From an optimization exercise on the open Yosys and OpenROAD flow, aimed at small area, a short achievable clock period and few clock cycles; shortcuts taken in it are not production practice. Power and IR drop assume default switching activity.

Design st7032_encoder, start of the top module:
module st7032_encoder (
    input  wire        clk,
    input  wire        rst,         
    input  wire        cmd_valid,
    output reg         cmd_ready,
    input  wire [15:0] cmd_word,
    input  wire [15:0] cmd_len,
    input  wire        pay_valid,
    output wire        pay_ready,
    input  wire [7:0]  pay_data,
    output reg         rsp_valid,
    output reg  [2:0]  rsp_result,
    output wire [7:0]  rsp_data,
    output wire [3:0]  rsp_step,
    output reg         ev_valid,
    input  wire        ev_ready,
    output wire [2:0]  ev_kind,
    output wire [7:0]  ev_data,
    input  wire        ev_ok,
    input  wire [7:0]  ev_rdata
);
Size in the first run: roughly 400 cells after synthesis, ~47 flip-flops, roughly 3200 um2 of cells after synthesis.
==> flow/config.mk <==
export PLATFORM = sky130hd
export DESIGN_NAME = st7032_encoder
export DESIGN_NICKNAME = st7032_encoder
export VERILOG_FILES = /design/flow/design.v
export SDC_FILE = /design/flow/constraint.sdc
export NUM_CORES = 4
export LEC_CHECK = 0
export CAP_MARGIN = 20
export CORE_MARGIN = 2
export CORE_UTILIZATION = 40
export SETUP_SLACK_MARGIN = 1.9
export SLEW_MARGIN = 20
==> flow/constraint.sdc <==
create_clock -name core_clock -period 4.0 [get_ports {clk}]
set_input_delay 0.8000 -clock core_clock [delete_from_list [all_inputs] [get_ports {clk}]]
set_output_delay 0.8000 -clock core_clock [all_outputs]
set_load 0.01 [all_outputs]
standard.sh (not shown) runs the stock make flow with config.mk's settings and CLKGATE_MAP_FILE= SYNTH_SCRIPT=/design/flow/synth_recipe.tcl, a recipe that flattens the netlist after the stock synthesis.
==> flow/flow/run.sh <==
#!/bin/bash
set -euo pipefail
cd "$(dirname "$0")/.."
export BUFFER_PORTS_ARGS="-buffer_cell sky130_fd_sc_hd__buf_1"
DU="sky130_fd_sc_hd__probe_p_8 sky130_fd_sc_hd__probec_p_8 sky130_fd_sc_hd__lpflow_bleeder_1 sky130_fd_sc_hd__lpflow_clkbufkapwr_1 sky130_fd_sc_hd__lpflow_clkbufkapwr_16 sky130_fd_sc_hd__lpflow_clkbufkapwr_2 sky130_fd_sc_hd__lpflow_clkbufkapwr_4 sky130_fd_sc_hd__lpflow_clkbufkapwr_8 sky130_fd_sc_hd__lpflow_clkinvkapwr_1 sky130_fd_sc_hd__lpflow_clkinvkapwr_16 sky130_fd_sc_hd__lpflow_clkinvkapwr_2 sky130_fd_sc_hd__lpflow_clkinvkapwr_4 sky130_fd_sc_hd__lpflow_clkinvkapwr_8 sky130_fd_sc_hd__lpflow_decapkapwr_12 sky130_fd_sc_hd__lpflow_decapkapwr_3 sky130_fd_sc_hd__lpflow_decapkapwr_4 sky130_fd_sc_hd__lpflow_decapkapwr_6 sky130_fd_sc_hd__lpflow_decapkapwr_8 sky130_fd_sc_hd__lpflow_inputiso0n_1 sky130_fd_sc_hd__lpflow_inputiso0p_1 sky130_fd_sc_hd__lpflow_inputiso1n_1 sky130_fd_sc_hd__lpflow_inputiso1p_1 sky130_fd_sc_hd__lpflow_inputisolatch_1 sky130_fd_sc_hd__lpflow_isobufsrc_1 sky130_fd_sc_hd__lpflow_isobufsrc_16 sky130_fd_sc_hd__lpflow_isobufsrc_2 sky130_fd_sc_hd__lpflow_isobufsrc_4 sky130_fd_sc_hd__lpflow_isobufsrc_8 sky130_fd_sc_hd__lpflow_isobufsrckapwr_16 sky130_fd_sc_hd__lpflow_lsbuf_lh_hl_isowell_tap_1 sky130_fd_sc_hd__lpflow_lsbuf_lh_hl_isowell_tap_2 sky130_fd_sc_hd__lpflow_lsbuf_lh_hl_isowell_tap_4 sky130_fd_sc_hd__lpflow_lsbuf_lh_isowell_4 sky130_fd_sc_hd__lpflow_lsbuf_lh_isowell_tap_1 sky130_fd_sc_hd__lpflow_lsbuf_lh_isowell_tap_2 sky130_fd_sc_hd__lpflow_lsbuf_lh_isowell_tap_4"
for c in or4_1 or4_2 or4_4 or4b_1 or4b_2 or4b_4 or4bb_1 or4bb_2 or4bb_4 nor4_1 nor4_2 nor4_4 nor4b_1 nor4b_2 nor4b_4 nor4bb_1 nor4bb_2 nor4bb_4 or3_1 or3_2 or3_4 or3b_1 or3b_2 or3b_4; do
  DU="$DU sky130_fd_sc_hd__$c"
done
bash standard.sh "DONT_USE_CELLS=$DU" finish > make_finish.log 2>&1
Then changed:
--- a/flow/design.v
+++ b/flow/design.v
@@ -43,23 +43,22 @@
     localparam [6:0] S_WSEL  = 7'd1 << I_WSEL;
     localparam [6:0] S_WBYTE = 7'd1 << I_WBYTE;
     localparam [6:0] S_END   = 7'd1 << I_END;
     localparam [6:0] S_REQ   = 7'd1 << I_REQ;
     localparam [6:0] S_WAIT  = 7'd1 << I_WAIT;
     reg [6:0]  st;          
     reg [3:0]  op;          
     reg        ready;       
     reg        lines2;      
     reg [7:0]  b;           
     reg [15:0] c;           
-    reg        pm;          
     reg        dv;          
     reg        sf;          
     wire busy = !cmd_ready;
     wire idle = cmd_ready;
     wire is_init  = (op == 4'h0);
     wire is_avail = (op == 4'h1);
     wire is_pseq  = (op == 4'h3);
     wire is_data  = (op[3:1] == 3'b001);
     wire in_write = st[I_WSEL] || st[I_WBYTE];
     assign ev_kind   = {st[I_REQ] || st[I_WAIT],
                         in_write || st[I_END],
@@ -139,23 +138,23 @@
     wire take = pay_valid && pay_ready;
     wire f_cfg   = fire && st[I_CFG];
     wire f_begin = fire && st[I_BEGIN];
     wire f_write = fire && in_write;
     wire f_end   = fire && st[I_END];
     wire f_req   = fire && st[I_REQ];
     wire f_wait  = fire && st[I_WAIT];
     wire f_wait1 = f_wait && b[1:0] == 2'd1;
     wire f_wait2 = f_wait && b[1:0] == 2'd2;
     wire f_wait3 = f_wait && b[1:0] == 2'd3;
     wire f_cbyte   = f_write && st[I_WSEL] && !is_pseq;
-    wire pay_wait  = f_write && !take && pm;
+    wire pay_wait  = f_write && !take && pmw;
     wire init_adv  = (f_wait1 && is_init && !err && !step1 && !step9) || f_wait2;
     wire init_bad  = f_wait1 && is_init && err;
     wire done = f_req || f_wait3 || (f_end && (is_avail || is_data)) ||
                 (f_wait1 && (!is_init || err));
     always @(posedge clk) begin
         if (rst) begin
             cmd_ready <= 1'b1;
             rsp_valid <= 1'b0;
         end else if (acc) begin
             cmd_ready <= !w_run;
             rsp_valid <= !w_run;
@@ -182,49 +181,51 @@
     always @(posedge clk)
         if (idle)
             op <= w_op;
     always @(posedge clk)
         if (idle)
             st <= w_st;
         else if (f_cfg || init_adv)
             st <= S_BEGIN;
         else if (f_begin)
             st <= is_avail ? S_END : S_WSEL;
         else if (f_write)
-            st <= (take || pm || f_cbyte) ? S_WBYTE : S_END;
+            st <= (take || pmw || f_cbyte) ? S_WBYTE : S_END;
         else if (f_end)
             st <= S_WAIT;
     always @(posedge clk)
         if (acc)
             rsp_result <= w_res;
         else if (f_req)
             rsp_result <= {!ev_ok, 2'b00};
         else if (f_end)
             rsp_result <= {1'b0, {2{!is_avail && !ev_ok}}};
     always @(posedge clk)
         if (acc)
             dv <= 1'b0;
         else if (f_req)
             dv <= ev_ok;
         else if (f_end)
             dv <= is_avail;
     always @(posedge clk)
         if (acc)
             sf <= 1'b0;
         else if (init_bad)
             sf <= 1'b1;
-    wire pm_n = rst ? 1'b0 : acc ? (w_run && (w_op == 4'h3) && (cmd_len != 16'd0)) :
-                take ? (c != 16'd1) : pm;
-    always @(posedge clk) begin
-        pm  <= pm_n;
-        pmw <= pm_n && !acc && (in_write || f_begin);
+    always @(posedge clk) begin
+        if (rst || idle)
+            pmw <= 1'b0;
+        else if (f_begin)
+            pmw <= is_pseq && (c != 16'd0);
+        else if (take)
+            pmw <= (c != 16'd1);
     end
     wire        dec = take || init_adv;
     wire [15:0] cz;                       
     assign cz[0] = 1'b1;
     genvar gi;
     generate
         for (gi = 1; gi < 16; gi = gi + 1) begin : g_cz
             assign cz[gi] = cz[gi - 1] && !c[gi - 1];
         end
     endgenerate
     wire [15:0] w_c = (w_op == 4'h3) ? cmd_len :
The new run ran to the end with no violations.
Worst setup slack loses 0.020 ns.
Core utilization came out lower by 1.3 points.
Combinational power is lower by a little under a tenth.
Die area falls slightly.
Cell count is lower by a few percent.
Cell area is lower by a few percent.
Routed wire length fell by a little under a tenth.
Clock-buffer cell count falls by 2.
Power increases by a few percent.
Global-route usage is lower by 1.3 points.
Synthesized cell count is lower by a few percent.
First-iteration DRC count came out lower by roughly a tenth.
Fmax shrinks slightly.
Hold slack improved by 0.012 ns.
No functional check of the RTL was part of any run of this note.

## afterwards: timing with drivers on the ports
No port has a modelled driver above. Below, the same layouts with a new extraction and two added sets of constraints.
Step 1: set_driving_cell puts a clkbuf_16 on clk and a buf_2 on each other input, an assumption about the parent block.
Step 2, shift: input delay + t, output delay - t, t = (earliest + latest rising clock arrival at the registers) / 2. This alone moves slack from input paths to output paths.
a / b / c = no drivers / after step 1 / after step 2; a / b = the first two.
run	shift t [ns]	setup WS [ns]	slew at the worst register clock pin (ns)
the first run	0.328	1.916 / 1.892 / 1.579	0.10 / 0.10
the second run	0.336	1.895 / 1.856 / 1.588	0.10 / 0.10
After both steps every run listed still meets setup and hold. For the first run, which loses most, drivers alone change the setup slack by -0.024 ns; drivers and shift together by -0.337 ns.
